Source: an optimization exercise on an open RTL-to-GDS flow (aim: small area and few clock cycles). Production flows keep margins and buffers that such runs may drop. Only simulation tests tie the RTL to the original design; equivalence was not proved. Power figures rest on the tool's default switching activity, not on a simulated workload.

==> inputs of job 4590 <==
==> flow/design.v (excerpt) <==
module beast_deframer (
    input  wire         clk,
    input  wire         rst,           
    input  wire         in_valid,
    output wire         in_ready,
    input  wire [1:0]   in_kind,       
    input  wire [7:0]   in_data,
    output wire         out_valid,
    input  wire         out_ready,
    output wire [2:0]   out_kind,
    output wire [47:0]  out_ts,
    output wire [7:0]   out_sig,
    output wire [7:0]   out_type,
    output wire [3:0]   out_plen,
    output wire [111:0] out_payload
);
    localparam [2:0] Q_FRAME       = 3'd0;
    localparam [2:0] Q_LONE_ESCAPE = 3'd1;
    localparam [2:0] Q_UNKNOWN     = 3'd2;
    localparam [2:0] Q_TRUNCATED   = 3'd3;
    localparam [2:0] Q_TRANSPORT   = 3'd4;
    localparam [2:0] Q_END         = 3'd5;
    localparam [2:0] Q_LONE_UNK    = 3'd6;    
    localparam [2:0] Q_NONE        = 3'd7;    
    localparam [1:0] S_AWAIT_ESC = 2'd0;
    localparam [1:0] S_TYPE      = 2'd1;
    localparam [1:0] S_BODY      = 2'd2;
    localparam [1:0] S_BODY_ESC  = 2'd3;
    localparam [7:0] ESC = 8'h1A;
    reg  [1:0] st;
    reg  [4:0] cnt;         
    reg  [1:0] ft;          
    reg  [7:0] sr [0:20];   
    reg  [2:0] q;           
    wire t1 = !ft[1];
    wire t2 = ft[1] && !ft[0];
    wire t3 = ft[1] && ft[0];
    wire empty = (q == Q_NONE);
    wire pop   = !empty && out_ready;
    assign in_ready  = empty || (out_ready && q != Q_LONE_UNK);
    assign out_valid = !empty;
    wire step = in_valid && in_ready;
    wire is_byte = (in_kind == 2'd0);
    wire is_eos  = (in_kind == 2'd1);
    wire is_esc  = (in_data == ESC);
    wire known   = (in_data[7:2] == 6'b001100) && (in_data[1:0] != 2'b00);
    wire last = t1 ? cnt[3] :
                t2 ? (cnt[3] && cnt[2] && cnt[0]) :
                     (cnt[4] && cnt[2]);
    reg  [1:0] st_n;
    reg        store;       
    reg        unk;         
    reg        ld_type;
    reg        ev;
    reg  [2:0] ev_q;
    reg        clr_cnt;
    always @* begin
  ...
==> module beast_deframer, before the edit <==
module beast_deframer (
    input  wire         clk,
    input  wire         rst,           
    input  wire         in_valid,
    output wire         in_ready,
    input  wire [1:0]   in_kind,       
    input  wire [7:0]   in_data,
    output wire         out_valid,
    input  wire         out_ready,
    output wire [2:0]   out_kind,
    output wire [47:0]  out_ts,
    output wire [7:0]   out_sig,
    output wire [7:0]   out_type,
    output wire [3:0]   out_plen,
    output wire [111:0] out_payload
);
    localparam [2:0] Q_FRAME       = 3'd0;
    localparam [2:0] Q_LONE_ESCAPE = 3'd1;
    localparam [2:0] Q_UNKNOWN     = 3'd2;
    localparam [2:0] Q_TRUNCATED   = 3'd3;
    localparam [2:0] Q_TRANSPORT   = 3'd4;
    localparam [2:0] Q_END         = 3'd5;
    localparam [2:0] Q_LONE_UNK    = 3'd6;    
    localparam [2:0] Q_NONE        = 3'd7;    
    localparam [1:0] S_AWAIT_ESC = 2'd0;
    localparam [1:0] S_TYPE      = 2'd1;
    localparam [1:0] S_BODY      = 2'd2;
    localparam [1:0] S_BODY_ESC  = 2'd3;
    localparam [7:0] ESC = 8'h1A;
    reg  [1:0] st;
    reg  [4:0] cnt;         
    reg  [1:0] ft;          
    reg  [7:0] sr [0:20];   
    reg  [2:0] q;           
    wire t1 = !ft[1];
    wire t2 = ft[1] && !ft[0];
    wire t3 = ft[1] && ft[0];
    wire empty = (q == Q_NONE);
    wire pop   = !empty && out_ready;
    assign in_ready  = empty || (out_ready && q != Q_LONE_UNK);
    assign out_valid = !empty;
    wire step = in_valid && in_ready;
    wire is_byte = (in_kind == 2'd0);
    wire is_eos  = (in_kind == 2'd1);
    wire is_esc  = (in_data == ESC);
    wire known   = (in_data[7:2] == 6'b001100) && (in_data[1:0] != 2'b00);
    wire last = t1 ? cnt[3] :
                t2 ? (cnt[3] && cnt[2] && cnt[0]) :
                     (cnt[4] && cnt[2]);
    reg  [1:0] st_n;
    reg        store;       
    reg        unk;         
    reg        ld_type;
    reg        ev;
    reg  [2:0] ev_q;
    reg        clr_cnt;
    always @* begin
        st_n    = st;
        store   = 1'b0;
        unk     = 1'b0;
        ld_type = 1'b0;
        ev      = 1'b0;
        ev_q    = Q_FRAME;
        clr_cnt = 1'b0;
        if (!is_byte) begin
            ev = 1'b1;
            if (!is_eos)                ev_q = Q_TRANSPORT;
            else if (st != S_AWAIT_ESC) ev_q = Q_TRUNCATED;
            else                        ev_q = Q_END;
        end else begin
            case (st)
                S_AWAIT_ESC: if (is_esc) st_n = S_TYPE;
                S_TYPE: begin
                    clr_cnt = 1'b1;
                    if (known) begin
                        ld_type = 1'b1;
                        st_n    = S_BODY;
                    end else begin
                        unk  = 1'b1;
                        ev   = 1'b1;
                        ev_q = Q_UNKNOWN;
                        st_n = S_AWAIT_ESC;
                    end
                end
                S_BODY: begin
                    if (is_esc) st_n = S_BODY_ESC;
                    else        store = 1'b1;
                end
                default: begin   
                    if (is_esc) store = 1'b1;
                    else begin
                        clr_cnt = 1'b1;
                        ev      = 1'b1;
                        if (known) begin
                            ld_type = 1'b1;
                            ev_q    = Q_LONE_ESCAPE;
                            st_n    = S_BODY;
                        end else begin
                            unk  = 1'b1;
                            ev_q = Q_LONE_UNK;
                            st_n = S_AWAIT_ESC;
                        end
                    end
                end
            endcase
            if (store) begin
                if (last) begin
                    ev   = 1'b1;
                    ev_q = Q_FRAME;
                    st_n = S_AWAIT_ESC;
                end else begin
                    st_n = S_BODY;
                end
            end
        end
    end
    reg [2:0] q_pop;
    always @* begin
        case (q)
            Q_LONE_UNK:                      q_pop = Q_UNKNOWN;
            Q_TRUNCATED, Q_TRANSPORT, Q_END: q_pop = Q_END;
            default:                         q_pop = Q_NONE;
        endcase
    end
    always @(posedge clk) begin
        if (rst) begin
            st <= S_AWAIT_ESC;
            q  <= Q_NONE;
        end else begin
            if (step)
                st <= st_n;
            if (step && ev)
                q <= ev_q;
            else if (pop)
                q <= q_pop;
        end
    end
    always @(posedge clk) begin
        if (step && ld_type)
            ft <= in_data[1:0];
    end
    always @(posedge clk) begin
        if (step && clr_cnt)
            cnt <= 5'd0;
        else if (step && store)
            cnt <= cnt + 5'd1;
    end
    integer i;
    always @(posedge clk) begin
        if (step && (store || unk)) begin
            for (i = 0; i < 20; i = i + 1)
                sr[i] <= sr[i + 1];
            sr[20] <= (t3 || unk) ? in_data : 8'h00;
            sr[13] <= t3 ? sr[14] : t2 ? in_data : 8'h00;
            sr[8]  <= t1 ? in_data : sr[9];
        end
    end
    assign out_kind = (q == Q_LONE_UNK) ? Q_LONE_ESCAPE : q;
    assign out_type = q[1] ? sr[20] : {6'b001100, ft};
    assign out_plen = {t3, ft[1], 1'b1, t2};
    assign out_sig  = sr[6];
    assign out_ts   = {sr[0], sr[1], sr[2], sr[3], sr[4], sr[5]};
    genvar k;
    generate
        for (k = 0; k < 14; k = k + 1) begin : g_payload
            assign out_payload[111 - 8*k -: 8] = sr[7 + k];
        end
    endgenerate
endmodule
==> flow/config.mk <==
export PLATFORM = sky130hd
export DESIGN_NAME = beast_deframer
export DESIGN_NICKNAME = beast_deframer
export VERILOG_FILES = /design/flow/design.v
export SDC_FILE = /design/flow/constraint.sdc
export NUM_CORES = 4
export LEC_CHECK = 0
export ABC_CLOCK_PERIOD_IN_PS = 5000
export CAP_MARGIN = 20
export CORE_MARGIN = 2
export CORE_UTILIZATION = 40
export SLEW_MARGIN = 20
==> flow/constraint.sdc <==
create_clock -name core_clock -period 5.0 [get_ports {clk}]
set_input_delay 1.0000 -clock core_clock [delete_from_list [all_inputs] [get_ports {clk}]]
set_output_delay 1.0000 -clock core_clock [all_outputs]
set_load 0.01 [all_outputs]
standard.sh (not shown) runs the stock make flow with config.mk's settings and CLKGATE_MAP_FILE= SYNTH_SCRIPT=/design/flow/synth_recipe.tcl, a recipe that flattens the netlist after the stock synthesis.
==> flow/flow/run.sh <==
#!/bin/bash
# Standard ORFS layout with the smallest port buffers and a lighter clock tree.
set -euo pipefail
CTS="-sink_clustering_enable -repair_clock_nets -dont_use_dummy_load -buf_list {sky130_fd_sc_hd__clkbuf_4 sky130_fd_sc_hd__clkbuf_8} -root_buf sky130_fd_sc_hd__clkbuf_8"
bash standard.sh \
  "BUFFER_PORTS_ARGS=-buffer_cell sky130_fd_sc_hd__buf_1" \
  "CTS_ARGS=$CTS" \
  finish > standard_flow.log 2>&1
==> job 295 (differences from job 4590) <==
==> flow/design.v (replaced) <==
module beast_deframer (
    input  wire         clk,
    input  wire         rst,           
    input  wire         in_valid,
    output wire         in_ready,
    input  wire [1:0]   in_kind,       
    input  wire [7:0]   in_data,
    output wire         out_valid,
    input  wire         out_ready,
    output wire [2:0]   out_kind,
    output wire [47:0]  out_ts,
    output wire [7:0]   out_sig,
    output wire [7:0]   out_type,
    output wire [3:0]   out_plen,
    output wire [111:0] out_payload
);
    localparam [2:0] Q_FRAME       = 3'd0;
    localparam [2:0] Q_LONE_ESCAPE = 3'd1;
    localparam [2:0] Q_UNKNOWN     = 3'd2;
    localparam [2:0] Q_TRUNCATED   = 3'd3;
    localparam [2:0] Q_TRANSPORT   = 3'd4;
    localparam [2:0] Q_END         = 3'd5;
    localparam [2:0] Q_LONE_UNK    = 3'd6;    
    localparam [2:0] Q_NONE        = 3'd7;    
    reg  [1:0] st;
    reg  [4:0] cnt;         
    reg  [1:0] ft;          
    reg  [7:0] sr [0:20];   
    reg  [2:0] q;           
    wire t1 = !ft[1];
    wire t2 = ft[1] && !ft[0];
    wire t3 = ft[1] && ft[0];
    localparam [4:0] CNT0 = 5'b01010;
    wire [4:0] cnt_inc = {cnt[3:0], cnt[4] ^ cnt[2]};
    wire last = t1 ? (cnt[4] && cnt[1]) :
                t2 ? (cnt[4] && cnt[0]) :
                     (cnt[4] && cnt[3] && !cnt[2] && !cnt[0]);
    wire empty = (q == Q_NONE);
    wire pop   = !empty && out_ready;
    assign in_ready  = empty || (out_ready && q != Q_LONE_UNK);
    assign out_valid = !empty;
    wire step = in_valid && in_ready;
    wire is_byte = (in_kind == 2'd0);
    wire is_eos  = (in_kind == 2'd1);
    wire esc     = (in_data == 8'h1A);
    wire known   = (in_data[7:2] == 6'b001100) && (in_data[1] || in_data[0]);
    wire typepos = st[0] && !(st[1] && esc);        
    wire store   = st[1] && (st[0] == esc);         
    wire unk     = typepos && !known;               
    wire frame   = store && last;
    wire [1:0] st_n;
    assign st_n[0] = !st[0] && esc;
    assign st_n[1] = (typepos && known) || (store && !last) || (st[1] && !st[0] && esc);
    reg [2:0] ev_q;         
    always @* begin
        if (!is_byte)
            ev_q = !is_eos ? Q_TRANSPORT : (st != 2'b00) ? Q_TRUNCATED : Q_END;
        else if (frame)
            ev_q = Q_FRAME;
        else if (typepos && st[1])
            ev_q = known ? Q_LONE_ESCAPE : Q_LONE_UNK;
        else if (typepos && !known)
            ev_q = Q_UNKNOWN;
        else
            ev_q = Q_NONE;
    end
    reg [2:0] q_pop;        
    always @* begin
        case (q)
            Q_LONE_UNK:                      q_pop = Q_UNKNOWN;
            Q_TRUNCATED, Q_TRANSPORT, Q_END: q_pop = Q_END;
            default:                         q_pop = Q_NONE;
        endcase
    end
    always @(posedge clk) begin
        if (rst) begin
            st <= 2'b00;
            q  <= Q_NONE;
        end else if (step) begin
            st <= st_n;
            q  <= ev_q;
        end else if (pop) begin
            q  <= q_pop;
        end
    end
    always @(posedge clk) begin
        if (step && is_byte && typepos && known)
            ft <= in_data[1:0];
    end
    always @(posedge clk) begin
        if (step && is_byte && (typepos || store))
            cnt <= typepos ? CNT0 : cnt_inc;
    end
    integer i;
    always @(posedge clk) begin
        if (step && is_byte && (store || unk)) begin
            for (i = 0; i < 20; i = i + 1)
                sr[i] <= sr[i + 1];
            sr[20] <= (t3 || unk) ? in_data : 8'h00;
            sr[13] <= t3 ? sr[14] : t2 ? in_data : 8'h00;
            sr[8]  <= t1 ? in_data : sr[9];
        end
    end
    assign out_kind = (q == Q_LONE_UNK) ? Q_LONE_ESCAPE : q;
    assign out_type = q[1] ? sr[20] : {6'b001100, ft};
    assign out_plen = {t3, ft[1], 1'b1, t2};
    assign out_sig  = sr[6];
    assign out_ts   = {sr[0], sr[1], sr[2], sr[3], sr[4], sr[5]};
    genvar k;
    generate
        for (k = 0; k < 14; k = k + 1) begin : g_payload
            assign out_payload[111 - 8*k -: 8] = sr[7 + k];
        end
    endgenerate
endmodule
==> flow/flow/run.sh (replaced) <==
#!/bin/bash
# Standard ORFS layout with the smallest port buffers and a lighter clock tree.
set -euo pipefail
CTS="-sink_clustering_enable -repair_clock_nets -dont_use_dummy_load -buf_list sky130_fd_sc_hd__clkbuf_8 -root_buf sky130_fd_sc_hd__clkbuf_8 -sink_clustering_size 30 -sink_clustering_max_diameter 60"
bash standard.sh \
  "BUFFER_PORTS_ARGS=-buffer_cell sky130_fd_sc_hd__buf_1" \
  "CTS_ARGS=$CTS" \
  finish > standard_flow.log 2>&1
ABC_AREA = 1   (was unset)
ABC_CLOCK_PERIOD_IN_PS = unset   (was 5000)
CORE_UTILIZATION = 70   (was 40)
==> job 5808 (differences from job 4590) <==
==> flow/flow/run.sh (replaced) <==
#!/bin/bash
# Standard ORFS layout with the smallest port buffers and a lighter clock tree.
set -euo pipefail
CTS="-sink_clustering_enable -repair_clock_nets -dont_use_dummy_load -buf_list sky130_fd_sc_hd__clkbuf_8 -root_buf sky130_fd_sc_hd__clkbuf_8 -sink_clustering_size 25 -sink_clustering_max_diameter 100"
bash standard.sh \
  "BUFFER_PORTS_ARGS=-buffer_cell sky130_fd_sc_hd__buf_1" \
  "CTS_ARGS=$CTS" \
  finish > standard_flow.log 2>&1
ABC_AREA = 1   (was unset)
==> job 3406 (differences from job 4590) <==
==> flow/flow/run.sh (replaced) <==
#!/bin/bash
# Standard ORFS layout with the smallest port buffers and a lighter clock tree.
set -euo pipefail
CTS="-sink_clustering_enable -repair_clock_nets -dont_use_dummy_load -buf_list sky130_fd_sc_hd__clkbuf_8 -root_buf sky130_fd_sc_hd__clkbuf_8"
bash standard.sh \
  "BUFFER_PORTS_ARGS=-buffer_cell sky130_fd_sc_hd__buf_1" \
  "CTS_ARGS=$CTS" \
  finish > standard_flow.log 2>&1
ABC_CLOCK_PERIOD_IN_PS = unset   (was 5000)
==> run_results.csv <==
group,metric,value,unit
power,cellPowerDensity,321,nW/um^2
logic_synthesis,netlist-cell-type-count,53,
power,ir_worst_vdd,167,uV
logic_synthesis,synth_top_area_frac,0.790,
global_routing,met1_usage,0.232,
die,initial_utilization,0.408,
power,leakagePower,0.00241,uW
finish,area_share_nonclk_buffers,0.0989,
outcome,status,"complete, no violations",
power,seq_power_share,0.664,
Source of the figures above: job 4590

==> run_results.csv <==
group,metric,value,unit
power,ir_worst_vdd,167,uV
logic_synthesis,netlist-cell-type-count,53,
power,leakagePower,0.00241,uW
outcome,status,"complete, no violations",
power,seq_power_share,0.664,
power,cellPowerDensity,321,nW/um^2
finish,area_share_nonclk_buffers,0.0989,
global_routing,met1_usage,0.232,
Source of the figures above: job 3406

==> run_results.csv <==
group,metric,value,unit
outcome,status,"complete, no violations",
die,initial_utilization,0.720,
power,seq_power_share,0.613,
power,leakagePower,0.00248,uW
critical_path,slowest_stage,"sky130_fd_sc_hd__buf_4",
timing,max-slew-margin-rel,0.324,
logic_synthesis,synth_top_area_frac,0.841,
power,cellPowerDensity,407,nW/um^2
power,ir_worst_vdd,387,uV
logic_synthesis,postSynthAreaPerCell,16.7,um^2
finish,area_share_nonclk_buffers,0.103,
Source of the figures above: job 295

==> run_results.csv <==
group,metric,value,unit
outcome,status,"complete, no violations",
power,ir_worst_vdd,218,uV
power,seq_power_share,0.640,
finish,area_share_nonclk_buffers,0.102,
power,leakagePower,0.00268,uW
critical_path,cpPeakStageDelay,0.86,ns
die,initial_utilization,0.406,
logic_synthesis,synth_top_area_frac,0.794,
logic_synthesis,netlist-cell-type-count,31,
power,cellPowerDensity,339,nW/um^2
global_routing,met1_usage,0.203,
Source of the figures above: job 5808

Testbench counts of job 4590, summed over its fixed seeds: cycles 37,797.
Testbench counts of job 295, summed over its fixed seeds: cycles 37,797.
Testbench counts of job 5808, summed over its fixed seeds: cycles 37,797.
Testbench counts of job 3406, summed over its fixed seeds: cycles 37,797.

[afterwards: timing with drivers on the ports]
No port has a modelled driver above. Below, the same layouts with a new extraction and two added sets of constraints.
Step 1, drivers: a clkbuf_16 drives clk and a buf_2 each remaining input, both assumed.
Step 2 moves the port delays by t, midway between the first and last clock arrival at a register: inputs arrive t later, outputs are due t later. That takes back most of the time a late clock gives input paths.
Three values: ideal ports, drivers, drivers and shift; two values: the first two.
run | t (ns) | slack for setup (ns) | hold WS [ns] | slew at the worst register clock pin (ns) | pins driven straight from the clock port
job 4590 | 0.472 | 1.962 / 1.972 / 1.500 | 0.432 / 0.432 / 0.432 | 0.10 / 0.10 | 1
job 295 | 0.452 | 2.061 / 2.075 / 1.624 | 0.433 / 0.433 / 0.433 | 0.10 / 0.10 | 1
job 5808 | 0.472 | 2.161 / 2.124 / 1.771 | 0.437 / 0.437 / 0.437 | 0.09 / 0.09 | 1
job 3406 | 0.472 | 1.962 / 1.972 / 1.500 | 0.432 / 0.432 / 0.432 | 0.10 / 0.10 | 1
After both steps every run listed still meets setup and hold.
